Background: an optimization exercise with open tools, aiming at a short achievable clock period and few clock cycles. Do not read the settings as production practice.
Function was checked by simulation only, so behaviour that the tests miss may differ from the original.
Power figures rest on the tool's default switching activity, not on a simulated workload.

$ cat run.sh
#!/bin/bash
# synth_recipe.tcl (not shown) runs the flow's synth.tcl, then flattens the netlist and writes it again
# the make line also repeats each setting of config.mk as NAME=value (left out here)
make -C /OpenROAD-flow-scripts/flow DESIGN_CONFIG=/design/flow/config.mk WORK_HOME=/design/flow/orfs CLKGATE_MAP_FILE= SYNTH_SCRIPT=/design/flow/synth_recipe.tcl finish
$ cat config.mk
export PLATFORM = sky130hd
export DESIGN_NAME = phony_cpu
export DESIGN_NICKNAME = phony_cpu
export VERILOG_FILES = /design/flow/design.v
export SDC_FILE = /design/flow/constraint.sdc
export NUM_CORES = 8
export LEC_CHECK = 0
export CAP_MARGIN = 40
export CORE_MARGIN = 2
export CORE_UTILIZATION = 30
export SLEW_MARGIN = 30
$ cat constraint.sdc
create_clock -name core_clock -period 10.0 [get_ports {clk}]
set_input_delay 2.0000 -clock core_clock [delete_from_list [all_inputs] [get_ports {clk}]]
set_output_delay 2.0000 -clock core_clock [all_outputs]
set_load 0.01 [all_outputs]
$ cat design.v
module phony_cpu (
    input  wire        clk,
    input  wire        rst,
    input  wire [31:0] ps,
    input  wire [31:0] stack_start,
    input  wire [31:0] ivt,
    output reg         mem_req,
    output reg         mem_we,
    output reg  [15:0] mem_addr,
    output reg  [7:0]  mem_wdata,
    input  wire        mem_ready,
    input  wire [7:0]  mem_rdata,
    output wire        halted,
    output wire        faulted,
    output wire [2:0]  fault_code,
    input  wire [3:0]  dbg_sel,
    output reg  [31:0] dbg_data
);
    localparam [2:0] E_NONE     = 3'd0,
                     E_OPCODE   = 3'd1,
                     E_REGISTER = 3'd2,
                     E_ADDRESS  = 3'd3,
                     E_OVERFLOW = 3'd4,
                     E_UNDERFLOW= 3'd5;
    localparam [1:0] F_EQ = 2'd0, F_LT = 2'd1, F_GT = 2'd2;
    localparam [7:0] OP_MOVRR   = 8'h00, OP_MOVRU8  = 8'h01, OP_MOVRU16 = 8'h02,
                     OP_MOVRU32 = 8'h03, OP_MOVRM   = 8'h04, OP_MOVMR   = 8'h05,
                     OP_MOVMU8  = 8'h06, OP_MOVMU16 = 8'h07, OP_MOVMU32 = 8'h08,
                     OP_ADDRR   = 8'h09, OP_ADDRU8  = 8'h0A, OP_ADDRU16 = 8'h0B,
                     OP_ADDRU32 = 8'h0C, OP_ADDRM   = 8'h0D, OP_ADDMR   = 8'h0E,
                     OP_INCR    = 8'h0F, OP_INCM    = 8'h10, OP_PUSHR   = 8'h11,
                     OP_PUSHM   = 8'h12, OP_PUSHU8  = 8'h13, OP_PUSHU16 = 8'h14,
                     OP_PUSHU32 = 8'h15, OP_POPR    = 8'h16, OP_CMPR    = 8'h17,
                     OP_CMPU8   = 8'h18, OP_CMPU16  = 8'h19, OP_CMPU32  = 8'h1A,
                     OP_JMP     = 8'h1B, OP_JGE     = 8'h1C, OP_JGTE    = 8'h1D,
                     OP_JLT     = 8'h1E, OP_JLTE    = 8'h1F, OP_CALL    = 8'h20,
                     OP_LOAD    = 8'h21, OP_STORER  = 8'h22, OP_STOREU8 = 8'h23,
                     OP_STOREU16= 8'h24, OP_STOREU32= 8'h25, OP_INT     = 8'h26,
                     OP_INTR    = 8'h27, OP_HALT    = 8'h28, OP_RET     = 8'h29;
    localparam [3:0] S_FETCH = 4'd0,   
                     S_WIN   = 4'd1,   
                     S_EXEC  = 4'd2,   
                     S_RD    = 4'd3,   
                     S_POST  = 4'd4,   
                     S_WR    = 4'd5,   
                     S_WDONE = 4'd6,   
                     S_HALT  = 4'd7,
                     S_FAULT = 4'd8;
    reg [3:0]  state;
    reg [31:0] rf [0:10];
    reg [1:0]  flags;
    reg        in_int;
    reg [2:0]  fcode;
    reg [7:0]  op;
    reg [63:0] win;         
    reg [3:0]  cnt;         
    reg [15:0] maddr;       
    reg [1:0]  bidx;        
    reg [2:0]  wlen;        
    reg        wbe;         
    reg [31:0] wval;        
    reg [31:0] mdata;       
    reg [2:0]  fidx;        
    reg [31:0] tmp;         
    wire [31:0] ip = rf[0];
    wire [31:0] sp = rf[1];
    wire [31:0] fp = rf[2];
    function [3:0] op_len(input [7:0] o);
        case (o)
            OP_MOVRR, OP_MOVRU8, OP_ADDRR, OP_ADDRU8, OP_PUSHU16, OP_CMPR, OP_CMPU8: op_len = 4'd3;
            OP_MOVRU16, OP_ADDRU16: op_len = 4'd4;
            OP_MOVRU32, OP_MOVRM, OP_MOVMR, OP_MOVMU8, OP_ADDRU32, OP_ADDRM, OP_ADDMR,
            OP_LOAD, OP_STORER, OP_STOREU8: op_len = 4'd6;
            OP_MOVMU16, OP_STOREU16: op_len = 4'd7;
            OP_MOVMU32, OP_CMPU32, OP_STOREU32: op_len = 4'd9;
            OP_INCR, OP_PUSHR, OP_PUSHU8, OP_POPR, OP_INT, OP_INTR: op_len = 4'd2;
            OP_INCM, OP_PUSHM, OP_PUSHU32, OP_CMPU16, OP_JMP, OP_JGE, OP_JGTE, OP_JLT,
            OP_JLTE, OP_CALL: op_len = 4'd5;
            default: op_len = 4'd1;   
        endcase
    endfunction
    wire [3:0] len = op_len(op);
    wire [7:0] b1 = win[7:0];
    wire [7:0] b2 = win[15:8];
    wire [7:0] b3 = win[23:16];
    wire [7:0] b4 = win[31:24];
    wire [7:0] b5 = win[39:32];
    wire [7:0] b6 = win[47:40];
    wire [7:0] b7 = win[55:48];
    wire [7:0] b8 = win[63:56];
    wire [31:0] addr_at1 = {b4, b3, b2, b1};
    wire [31:0] addr_at2 = {b5, b4, b3, b2};
    wire        reg1_ok = (b1 <= 8'd10);
    wire        reg2_ok = (b2 <= 8'd10);
    wire        reg5_ok = (b5 <= 8'd10);
    wire [31:0] v1 = reg1_ok ? rf[b1[3:0]] : 32'd0;
    wire [31:0] v2 = reg2_ok ? rf[b2[3:0]] : 32'd0;
    wire [31:0] v5 = reg5_ok ? rf[b5[3:0]] : 32'd0;
    reg uses_r1, uses_r2, uses_r5;
    always @* begin
        uses_r1 = 1'b0; uses_r2 = 1'b0; uses_r5 = 1'b0;
        case (op)
            OP_MOVRR, OP_ADDRR, OP_CMPR: begin uses_r1 = 1'b1; uses_r2 = 1'b1; end
            OP_MOVRU8, OP_MOVRU16, OP_MOVRU32, OP_MOVRM, OP_ADDRU8, OP_ADDRU16, OP_ADDRU32,
            OP_ADDRM, OP_INCR, OP_PUSHR, OP_POPR, OP_LOAD, OP_STORER, OP_INTR: uses_r1 = 1'b1;
            OP_MOVMR, OP_ADDMR: uses_r5 = 1'b1;
            default: ;
        endcase
    end
    wire reg_bad = (uses_r1 && !reg1_ok) || (uses_r2 && !reg2_ok) || (uses_r5 && !reg5_ok);
    reg [31:0] aoff;
    always @* begin
        case (op)
            OP_MOVRM, OP_ADDRM, OP_LOAD, OP_STORER: aoff = addr_at2;
            default: aoff = addr_at1;
        endcase
    end
    wire [32:0] ea33 = {1'b0, ps} + {1'b0, aoff};
    wire [31:0] ea   = ea33[31:0];
    wire        ea_ovf = ea33[32];
    function in_mem(input [31:0] a, input [2:0] n);
        reg [32:0] last;
        begin
            last   = {1'b0, a} + {30'd0, n} - 33'd1;
            in_mem = (last[32:16] == 17'd0);
        end
    endfunction
    reg [31:0] imm_r;    
    always @* begin
        case (op)
            OP_MOVRU8, OP_ADDRU8:   imm_r = {24'd0, b2};
            OP_MOVRU16, OP_ADDRU16: imm_r = {16'd0, b3, b2};
            default:                imm_r = {b5, b4, b3, b2};
        endcase
    end
    reg [31:0] imm_m;    
    reg [2:0]  imm_m_n;
    always @* begin
        case (op)
            OP_MOVMU8, OP_STOREU8:   begin imm_m = {24'd0, b5};     imm_m_n = 3'd1; end
            OP_MOVMU16, OP_STOREU16: begin imm_m = {16'd0, b6, b5}; imm_m_n = 3'd2; end
            default:                 begin imm_m = {b8, b7, b6, b5}; imm_m_n = 3'd4; end
        endcase
    end
    reg [31:0] imm_p;    
    always @* begin
        case (op)
            OP_PUSHU8:  imm_p = {24'd0, b1};
            OP_PUSHU16: imm_p = {16'd0, b2, b1};
            default:    imm_p = {b4, b3, b2, b1};
        endcase
    end
    reg [31:0] cmp_a, cmp_b;
    always @* begin
        case (op)
            OP_CMPR:  begin cmp_a = v1;                 cmp_b = v2; end
            OP_CMPU8: begin cmp_a = {24'd0, b1};        cmp_b = {24'd0, b2}; end
            OP_CMPU16:begin cmp_a = {16'd0, b2, b1};    cmp_b = {16'd0, b4, b3}; end
            default:  begin cmp_a = {b4, b3, b2, b1};   cmp_b = {b8, b7, b6, b5}; end
        endcase
    end
    wire [1:0] cmp_res = (cmp_a > cmp_b) ? F_GT : (cmp_a < cmp_b) ? F_LT : F_EQ;
    wire push_under = (sp < 32'd4);
    wire push_addr  = (sp > 32'h0001_0000);
    wire frame_under0 = (sp == 32'd0);
    wire frame_under  = (sp < 32'd24);
    wire [31:0] int_idx = (op == OP_INT) ? {24'd0, b1} : v1;
    wire [34:0] int_t   = {3'd0, ivt} + {1'b0, int_idx, 2'b00};
    function [31:0] frame_word(input [2:0] k);
        case (k)
            3'd0: frame_word = rf[3];
            3'd1: frame_word = rf[4];
            3'd2: frame_word = rf[5];
            3'd3: frame_word = rf[6];
            3'd4: frame_word = ip + {28'd0, len};
            default: frame_word = 32'd24;
        endcase
    endfunction
    wire is_frame_op = (op == OP_CALL) || (op == OP_INT) || (op == OP_INTR);
    wire [32:0] win_addr33 = {1'b0, ip} + {29'd0, cnt};
    always @* begin
        mem_req   = 1'b0;
        mem_we    = 1'b0;
        mem_addr  = 16'd0;
        mem_wdata = 8'd0;
        case (state)
            S_FETCH: begin
                mem_req  = (ip[31:16] == 16'd0);
                mem_addr = ip[15:0];
            end
            S_WIN: begin
                mem_req  = (win_addr33[32:16] == 17'd0);
                mem_addr = win_addr33[15:0];
            end
            S_RD: begin
                mem_req  = 1'b1;
                mem_addr = maddr + {14'd0, bidx};
            end
            S_WR: begin
                mem_req   = 1'b1;
                mem_we    = 1'b1;
                mem_addr  = maddr + {14'd0, bidx};
                mem_wdata = wbe ? wval[8*(2'd3-bidx) +: 8] : wval[8*bidx +: 8];
            end
            default: ;
        endcase
    end
    wire [31:0] rd_word = wbe ? {mdata[23:0], mem_rdata} : {mem_rdata, mdata[31:8]};
    integer i;
    always @(posedge clk) begin
        if (rst) begin
            state  <= S_FETCH;
            rf[0]  <= ps;
            rf[1]  <= stack_start;
            rf[2]  <= stack_start;
            for (i = 3; i <= 10; i = i + 1)
                rf[i] <= 32'd0;
            flags  <= F_EQ;
            in_int <= 1'b0;
            fcode  <= E_NONE;
        end else begin
            case (state)
            S_FETCH: begin
                if (ip[31:16] != 16'd0) begin
                    fcode <= E_ADDRESS;
                    state <= S_FAULT;
                end else if (mem_ready) begin
                    op  <= mem_rdata;
                    cnt <= 4'd1;
                    if (mem_rdata > OP_RET) begin
                        fcode <= E_OPCODE;
                        state <= S_FAULT;
                    end else if (op_len(mem_rdata) == 4'd1)
                        state <= S_EXEC;
                    else
                        state <= S_WIN;
                end
            end
            S_WIN: begin
                if (win_addr33[32:16] != 17'd0) begin
                    fcode <= E_ADDRESS;
                    state <= S_FAULT;
                end else if (mem_ready) begin
                    win[8*(cnt-1) +: 8] <= mem_rdata;
                    cnt <= cnt + 4'd1;
                    if (cnt == len - 4'd1)
                        state <= S_EXEC;
                end
            end
            S_EXEC: begin
                bidx <= 2'd0;
                fidx <= 3'd0;
                if (reg_bad) begin
                    fcode <= E_REGISTER;
                    state <= S_FAULT;
                end else begin
                    case (op)
                    OP_MOVRR: begin
                        rf[0] <= ip + {28'd0, len};
                        rf[b1[3:0]] <= v2;
                        state <= S_FETCH;
                    end
                    OP_MOVRU8, OP_MOVRU16, OP_MOVRU32: begin
                        rf[0] <= ip + {28'd0, len};
                        rf[b1[3:0]] <= imm_r;
                        state <= S_FETCH;
                    end
                    OP_ADDRR: begin
                        rf[0] <= ip + {28'd0, len};
                        rf[b1[3:0]] <= v1 + v2;
                        state <= S_FETCH;
                    end
                    OP_ADDRU8, OP_ADDRU16, OP_ADDRU32: begin
                        rf[0] <= ip + {28'd0, len};
                        rf[b1[3:0]] <= v1 + imm_r;
                        state <= S_FETCH;
                    end
                    OP_INCR: begin
                        rf[0] <= ip + {28'd0, len};
                        rf[b1[3:0]] <= v1 + 32'd1;
                        state <= S_FETCH;
                    end
                    OP_CMPR, OP_CMPU8, OP_CMPU16, OP_CMPU32: begin
                        rf[0] <= ip + {28'd0, len};
                        flags <= cmp_res;
                        state <= S_FETCH;
                    end
                    OP_MOVRM, OP_LOAD, OP_ADDRM, OP_ADDMR, OP_INCM, OP_PUSHM: begin
                        if (ea_ovf) begin
                            fcode <= E_OVERFLOW;
                            state <= S_FAULT;
                        end else if (!in_mem(ea, 3'd4)) begin
                            fcode <= E_ADDRESS;
                            state <= S_FAULT;
                        end else begin
                            maddr <= ea[15:0];
                            wbe   <= 1'b0;
                            state <= S_RD;
                        end
                    end
                    OP_MOVMR, OP_STORER, OP_MOVMU8, OP_MOVMU16, OP_MOVMU32,
                    OP_STOREU8, OP_STOREU16, OP_STOREU32: begin
                        if (ea_ovf) begin
                            fcode <= E_OVERFLOW;
                            state <= S_FAULT;
                        end else if (!in_mem(ea, (op == OP_MOVMR || op == OP_STORER) ? 3'd4 : imm_m_n)) begin
                            fcode <= E_ADDRESS;
                            state <= S_FAULT;
                        end else begin
                            maddr <= ea[15:0];
                            wbe   <= 1'b0;
                            if (op == OP_MOVMR) begin
                                wval <= v5;
                                wlen <= 3'd4;
                            end else if (op == OP_STORER) begin
                                wval <= v1;
                                wlen <= 3'd4;
                            end else begin
                                wval <= imm_m;
                                wlen <= imm_m_n;
                            end
                            state <= S_WR;
                        end
                    end
                    OP_PUSHR, OP_PUSHU8, OP_PUSHU16, OP_PUSHU32: begin
                        if (push_under) begin
                            fcode <= E_UNDERFLOW;
                            state <= S_FAULT;
                        end else if (push_addr) begin
                            fcode <= E_ADDRESS;
                            state <= S_FAULT;
                        end else begin
                            maddr <= sp[15:0] - 16'd4;
                            wbe   <= 1'b1;
                            wlen  <= 3'd4;
                            wval  <= (op == OP_PUSHR) ? v1 : imm_p;
                            state <= S_WR;
                        end
                    end
                    OP_POPR: begin
                        if (!in_mem(sp, 3'd4)) begin
                            fcode <= E_ADDRESS;
                            state <= S_FAULT;
                        end else begin
                            maddr <= sp[15:0];
                            wbe   <= 1'b1;
                            state <= S_RD;
                        end
                    end
                    OP_JMP, OP_JGE, OP_JGTE, OP_JLT, OP_JLTE: begin
                        if ((op == OP_JMP) ||
                            ((op == OP_JGE || op == OP_JGTE) && flags == F_GT) ||
                            ((op == OP_JLT || op == OP_JLTE) && flags == F_LT)) begin
                            if (ea_ovf) begin
                                fcode <= E_OVERFLOW;
                                state <= S_FAULT;
                            end else begin
                                rf[0] <= ea;
                                state <= S_FETCH;
                            end
                        end else begin
                            rf[0] <= ip + {28'd0, len};
                            state <= S_FETCH;
                        end
                    end
                    OP_CALL: begin
                        if (frame_under0) begin
                            fcode <= E_UNDERFLOW;
                            state <= S_FAULT;
                        end else if (push_addr) begin
                            fcode <= E_ADDRESS;
                            state <= S_FAULT;
                        end else if (frame_under) begin
                            fcode <= E_UNDERFLOW;
                            state <= S_FAULT;
                        end else if (ea_ovf) begin
                            fcode <= E_OVERFLOW;
                            state <= S_FAULT;
                        end else begin
                            tmp   <= ea;
                            maddr <= sp[15:0] - 16'd4;
                            wbe   <= 1'b1;
                            wlen  <= 3'd4;
                            wval  <= frame_word(3'd0);
                            state <= S_WR;
                        end
                    end
                    OP_INT, OP_INTR: begin
                        if (!in_int && frame_under0) begin
                            fcode <= E_UNDERFLOW;
                            state <= S_FAULT;
                        end else if (!in_int && push_addr) begin
                            fcode <= E_ADDRESS;
                            state <= S_FAULT;
                        end else if (!in_int && frame_under) begin
                            fcode <= E_UNDERFLOW;
                            state <= S_FAULT;
                        end else if (int_t[34:32] != 3'd0) begin
                            fcode <= E_OVERFLOW;
                            state <= S_FAULT;
                        end else if (!in_mem(int_t[31:0], 3'd4)) begin
                            fcode <= E_ADDRESS;
                            state <= S_FAULT;
                        end else begin
                            tmp  <= int_t[31:0];
                            wlen <= 3'd4;
                            if (in_int) begin
                                maddr <= int_t[15:0];
                                wbe   <= 1'b0;
                                state <= S_RD;
                            end else begin
                                maddr <= sp[15:0] - 16'd4;
                                wbe   <= 1'b1;
                                wval  <= frame_word(3'd0);
                                state <= S_WR;
                            end
                        end
                    end
                    OP_RET: begin
                        if ((({1'b0, fp} + 33'd23) >> 16) != 33'd0) begin
                            fcode <= E_ADDRESS;
                            state <= S_FAULT;
                        end else begin
                            maddr <= fp[15:0];
                            wbe   <= 1'b1;
                            state <= S_RD;
                        end
                    end
                    default: begin  
                        state <= S_HALT;
                    end
                    endcase
                end
            end
            S_RD: begin
                if (mem_ready) begin
                    mdata <= rd_word;
                    bidx  <= bidx + 2'd1;
                    if (bidx == 2'd3)
                        state <= S_POST;
                end
            end
            S_POST: begin
                bidx <= 2'd0;
                case (op)
                OP_MOVRM, OP_LOAD: begin
                    rf[0] <= ip + {28'd0, len};
                    rf[b1[3:0]] <= mdata;
                    state <= S_FETCH;
                end
                OP_ADDRM: begin
                    rf[0] <= ip + {28'd0, len};
                    rf[b1[3:0]] <= v1 + mdata;
                    state <= S_FETCH;
                end
                OP_ADDMR, OP_INCM: begin
                    wval  <= mdata + ((op == OP_INCM) ? 32'd1 : v5);
                    wlen  <= 3'd4;
                    state <= S_WR;
                end
                OP_PUSHM: begin
                    if (push_under) begin
                        fcode <= E_UNDERFLOW;
                        state <= S_FAULT;
                    end else if (push_addr) begin
                        fcode <= E_ADDRESS;
                        state <= S_FAULT;
                    end else begin
                        maddr <= sp[15:0] - 16'd4;
                        wbe   <= 1'b1;
                        wlen  <= 3'd4;
                        wval  <= mdata;
                        state <= S_WR;
                    end
                end
                OP_POPR: begin
                    rf[0] <= ip + {28'd0, len};
                    rf[1] <= sp + 32'd4;
                    rf[b1[3:0]] <= mdata;
                    state <= S_FETCH;
                end
                OP_INT, OP_INTR: begin
                    rf[0] <= mdata;
                    state <= S_FETCH;
                end
                default: begin  
                    if (fidx == 3'd0) begin
                        if ((({1'b0, fp} + {1'b0, mdata}) >> 32) != 33'd0) begin
                            fcode <= E_OVERFLOW;
                            state <= S_FAULT;
                        end else begin
                            tmp   <= fp + mdata;
                            fidx  <= 3'd1;
                            maddr <= maddr + 16'd4;
                            state <= S_RD;
                        end
                    end else begin
                        if (fidx == 3'd1)
                            rf[0] <= mdata;
                        else
                            rf[4'd8 - {1'b0, fidx}] <= mdata;
                        fidx  <= fidx + 3'd1;
                        maddr <= maddr + 16'd4;
                        if (fidx == 3'd5) begin
                            rf[1] <= fp + 32'd24;
                            rf[2] <= tmp;
                            state <= S_FETCH;
                        end else
                            state <= S_RD;
                    end
                end
                endcase
            end
            S_WR: begin
                if (mem_ready) begin
                    bidx <= bidx + 2'd1;
                    if ({1'b0, bidx} == wlen - 3'd1)
                        state <= S_WDONE;
                end
            end
            S_WDONE: begin
                bidx <= 2'd0;
                if (is_frame_op) begin
                    if (fidx != 3'd5) begin
                        fidx  <= fidx + 3'd1;
                        maddr <= maddr - 16'd4;
                        wval  <= frame_word(fidx + 3'd1);
                        state <= S_WR;
                    end else begin
                        rf[1] <= sp - 32'd24;
                        rf[2] <= sp - 32'd24;
                        if (op == OP_CALL) begin
                            rf[0] <= tmp;
                            state <= S_FETCH;
                        end else begin
                            in_int <= 1'b1;
                            maddr  <= tmp[15:0];
                            wbe    <= 1'b0;
                            state  <= S_RD;
                        end
                    end
                end else begin
                    if (op == OP_PUSHR || op == OP_PUSHM || op == OP_PUSHU8 ||
                        op == OP_PUSHU16 || op == OP_PUSHU32)
                        rf[1] <= sp - 32'd4;
                    rf[0] <= ip + {28'd0, len};
                    state <= S_FETCH;
                end
            end
            default: ;  
            endcase
        end
    end
    assign halted     = (state == S_HALT);
    assign faulted    = (state == S_FAULT);
    assign fault_code = fcode;
    always @* begin
        if (dbg_sel <= 4'd10)
            dbg_data = rf[dbg_sel];
        else if (dbg_sel == 4'd11)
            dbg_data = {28'd0, in_int, (flags == F_GT) ? 3'd4 : (flags == F_LT) ? 3'd2 : 3'd0};
        else
            dbg_data = 32'd0;
    end
endmodule
==> metrics list <==
* Status: complete, no violations
- Worst Hold Class: flip-flop to flip-flop
- Number of H-tree levels: 3
- CP Class: flip-flop to flip-flop
* Hold Slack: 544 ps
- The library cells used most frequently in the layout, excluding fill and tap cells, are sky130_fd_sc_hd__nor2_1 (810), sky130_fd_sc_hd__nand2_1 (802), sky130_fd_sc_hd__edfxtp_1 (677), sky130_fd_sc_hd__buf_4 (665), sky130_fd_sc_hd__mux4_2 (547).
- After routing the design area is 88900 um2.
- The design draws 10.1 mW.
* Overall global routing resource usage: 40.7%
- Clock tree from TritonCTS: yes
- Kind of capture point of the worst setup path: flip-flop
- Number of synthesized register bits: 738
- The synthesized netlist contains 125 unique library cells.
- Worst Clk Skew: 82.1 ps
- Input and output buffers added on the ports amount to 173.
- Routability-driven placement finished with a final weighted congestion of 1.10.
* Met3 Use GR: 17.6%
* Crit-path slowest cell: sky130_fd_sc_hd__nor4_4
- After the first detailed-routing iteration, the DRC count stood at 15900.
- Clock Pin Slew Worst Setup and Hold Paths: 70 ps
- Synthesized area divided by synthesized cell count: 9.30 um2
- Die height: 507 um
- Via count of the first global-routing pass: 75500
- Row generation in the floorplan step produced 184 rows.
- For the pin with the worst max-slew slack, the measured transition is 1060 ps.
- Dividing the final minimum period by the clock period gives 95.9%.
* Antenna violations before repair: 95
- Synthesis produced a netlist whose cell count is 8175.
- Busiest metal layer after global routing: met2
* Highest cell delay on the worst timing path: 490 ps
* Total wirelength of the detailed-routed design: 544000 um
* Synth top area cells: sky130_fd_sc_hd__edfxtp_1 (27%), sky130_fd_sc_hd__mux4_2 (16%), sky130_fd_sc_hd__ha_1 (5.8%)
* Net count after synthesis: 8648
* Worst setup timing slack at the placement stage: 50.6 ps
- Summing over every cut layer, the via total after detailed routing is 83100.
- In this run the critical register-to-register path is captured at wval[11].
- In the synthesized netlist the async set-or-reset flop fraction comes to 0%.
- Maximum resistive drop on vdd: 0.145 mV
- In this run the critical register-to-register path is launched from op[2].
- Most common cell after layout, fill and taps aside: sky130_fd_sc_hd__nor2_1
- For met2 alone, demand over resource in global routing was 55.2%.
* Max cap viols: 0
- Nets@finish: 8986
* Setup-violating endpoint count in the final report: 0
- Met1 track demand over resource: 51.0%
- Clock period minus final worst setup slack: 9590 ps
- The worst hold path terminates at rf[10][29].
- Net switching share of the total power: 36.5%
* Via/cell ratio: 6.92
- Layout cell share with drive strength beyond 1: 20.6%
- For the worst setup path, the data arrival time is 10030 ps.
- R2R depth: 35
* Hold Vio Cnt, Final: 0
- For this configuration, the core starts out at a cell density of 30.2%.
- The area growth from synthesis to layout is 17.0%.
* Total Die Area: 257000 um2
- Post-CTS Setup Bufs: 0
* Portion of total power attributed to the clock network: 36.0%
- Pre-antenna DRT Iters: 10
- Counting instances, the worst hold path has a depth of 2.
* Count of flip-flops with a built-in enable after synthesis: 677
- Total power per unit cell area: 114 nW/um2
- Reported net switching power: 3.68 mW
- Of all nets on the critical path, the largest fanout is 32.
* Post-synthesis sequential area ratio: 28.3%
* Dpl cell area: 85400 um2
- Num CTS Buffers: 96
- The wire-length estimate of the detail-placed layout is 422000 um.
- The most numerous cell type found on the critical path is sky130_fd_sc_hd__buf_4.
- After clock tree synthesis, the flow added hold-fix buffers numbering 0.
- Clock Path Buffers: 3
- Cells fill 35.3% of the core in the end.
- Top cell type by total area after synthesis: sky130_fd_sc_hd__edfxtp_1
- Area share of the largest cell type after synthesis: 26.7%
- Unrepaired setup endpoints after global routing: no
- In the final routed layout, each cell accounts on average for 45.3 um.
* Max-Slew Margin vs Limit: 28.8%
- After detailed placement, the design holds a cell count of 11700.
- Post-layout worst setup margin: 408 ps
- Die X-Extent: 507 um
- The floorplan step defined a core boundary enclosing 252000 um2.
- Insertion delay of the later-clocked pin in the worst-skew pair: 810 ps
* Synth Warn #: 1
* Final standard cell count with taps included and fillers excluded: 12000
- For flop-to-flop paths, the worst setup slack is 410 ps.
* Power share of the combinational group: 27.0%
- Internal Power: 6.41 mW
* First-pass GRT wire length: 709000 um
- Sort of element at the start of the critical path: flip-flop
* Static leakage: 31.8 nW
- The worst hold path begins at rf[10][29].
- The synthesized netlist occupies a cell area of 76000 um2.
- At the worst endpoint, the required time is 10440 ps.
- Remaining DRCs: 0
* Achievable frequency: 0.104 GHz
- Flip-flop cell with the highest count after synthesis: sky130_fd_sc_hd__edfxtp_1
- Aggregate negative setup slack: 0 ps
* Maximum number of pins on one net before global-route repair: 76
* Clock Root Buffer: sky130_fd_sc_hd__clkbuf_16
* Number of sinks driven by the clock tree: 738
- In this run, flip-flops and latches consume 37.1% of the power.
- Post-route ant nets: 0
- Total count of max-transition violations in the final report: 0
* Grt total ovfl: 0
- During I/O placement, the number of pins put on the boundary was 174.
-- area by class of cell --
| class | instances | area (um2) |
|---|---|---|
| inverters | 239 | 898 |
| repair buffers | 895 | 7530 |
| well taps | 3348 | 4190 |
| fillers | 25600 | 163000 |
| multi-input cells | 6543 | 51400 |
| flip-flops and latches | 738 | 21600 |
| clock inverters | 57 | 583 |
| diodes | 56 | 140 |
| clock buffers | 123 | 2570 |
-- sequential cells by signal, indices dropped and copies added (netlist names), named ones only --
| register | cells |
|---|---|
| rf | 512 |
| win | 64 |
| mdata | 32 |
| tmp | 32 |
| wval | 32 |
| maddr | 16 |
| op | 8 |
| cnt | 4 |
| state | 4 |
| fcode | 3 |
| fidx | 3 |
| wlen | 3 |
| bidx | 2 |
| flags | 2 |
| in_int | 1 |
| wbe | 1 |
-- worst max-delay path by stage --
stage                          end  start  slack (ps)
after global placement    wval[20]  ps[6]        -270
after global routing      wval[11]  op[2]          90
after floorplan            wval[0]  op[5]         200
after CTS                 wval[11]  op[2]         270
final                     wval[11]  op[2]         410
after detailed placement  wval[20]  ps[4]          50
-- synth_stat cells, types with 156 or more instances --
cell type	number
sky130_fd_sc_hd__nor2_1	831
sky130_fd_sc_hd__nand3_1	169
sky130_fd_sc_hd__ha_1	352
sky130_fd_sc_hd__xnor2_1	238
sky130_fd_sc_hd__edfxtp_1	677
sky130_fd_sc_hd__o21ai_0	497
sky130_fd_sc_hd__mux4_2	547
sky130_fd_sc_hd__nor3_1	177
sky130_fd_sc_hd__inv_1	229
sky130_fd_sc_hd__clkbuf_1	485
sky130_fd_sc_hd__a21oi_1	529
sky130_fd_sc_hd__nand2_1	807
sky130_fd_sc_hd__xor2_1	156
-- critical path, delay by kind of cell, from the launching register on --
| family | cells | cell delay (ps) |
|---|---|---|
| simple gates | 11 | 2970 |
| flops | 1 | 380 |
| fa+ha+maj | 2 | 750 |
| compound gates | 10 | 2040 |
| buf+inv | 9 | 2120 |
| mux | 3 | 980 |
-- logic make-up after synthesis --
group | after synthesis | synth area share, %
buffers and inverters | 894 | 4.75
flip-flops | 738 | 28.3
XOR/XNOR | 396 | 4.59
AO/OA/AOI/OAI | 2321 | 20.2
AND/OR/NAND/NOR | 2686 | 16.6
adder cells (fa/ha/maj) | 362 | 6.06
multiplexers | 778 | 19.5
-- power groups by stage --
stage / logic, mW / registers [mW] / clock network [mW]
floorplan: 1.27 / 3.65 / 0
detailed placement: 2.57 / 3.78 / 0
global route: 2.76 / 3.73 / 3.71
CTS: 2.58 / 3.72 / 3.61
global placement: 2.57 / 3.78 / 0
finish: 2.72 / 3.74 / 3.63
-- timing repair --
action / 4_1_cts / 5_1_grt
hold endpoints to repair: 0 / 0
resized for setup: 0 / 1
setup endpoints to repair: 0 / 32
-- layer usage --
layer,vias up,part of all wire [%]
met5,-,0.089
met4,60,8.9
met3,1695,15
met2,7749,39
met1,41300,37
li1,32300,-
Testbench counts, summed over its fixed seeds: cycles 133,298.

port drivers added, routing unchanged:
No port has a modelled driver above. Below, the same layout with a new extraction and two added sets of constraints. Step 1: set_driving_cell puts a clkbuf_16 on clk and a buf_2 on each other input, an assumption about the parent block. Step 2 adds t to the input delays and takes it off the output delays; t is the mean of the earliest and latest rising clock arrival at the registers after step 1. Input paths then give back, and output paths get back, about the clock's delay inside the block. a / b / c = ideal / step 1 / step 2; a / b = the first two.
t, ns: 0.869
setup slack, ns: 0.408 / 0.408 / 0.115
hold WS [ns]: 0.544 / 0.544 / 0.544
worst setup path after step 2: input to register
pins driven straight from the clock port: 1
After both steps this run still meets setup and hold. For this run, drivers alone change the setup slack by 0.000 ns; drivers and shift together by -0.293 ns.
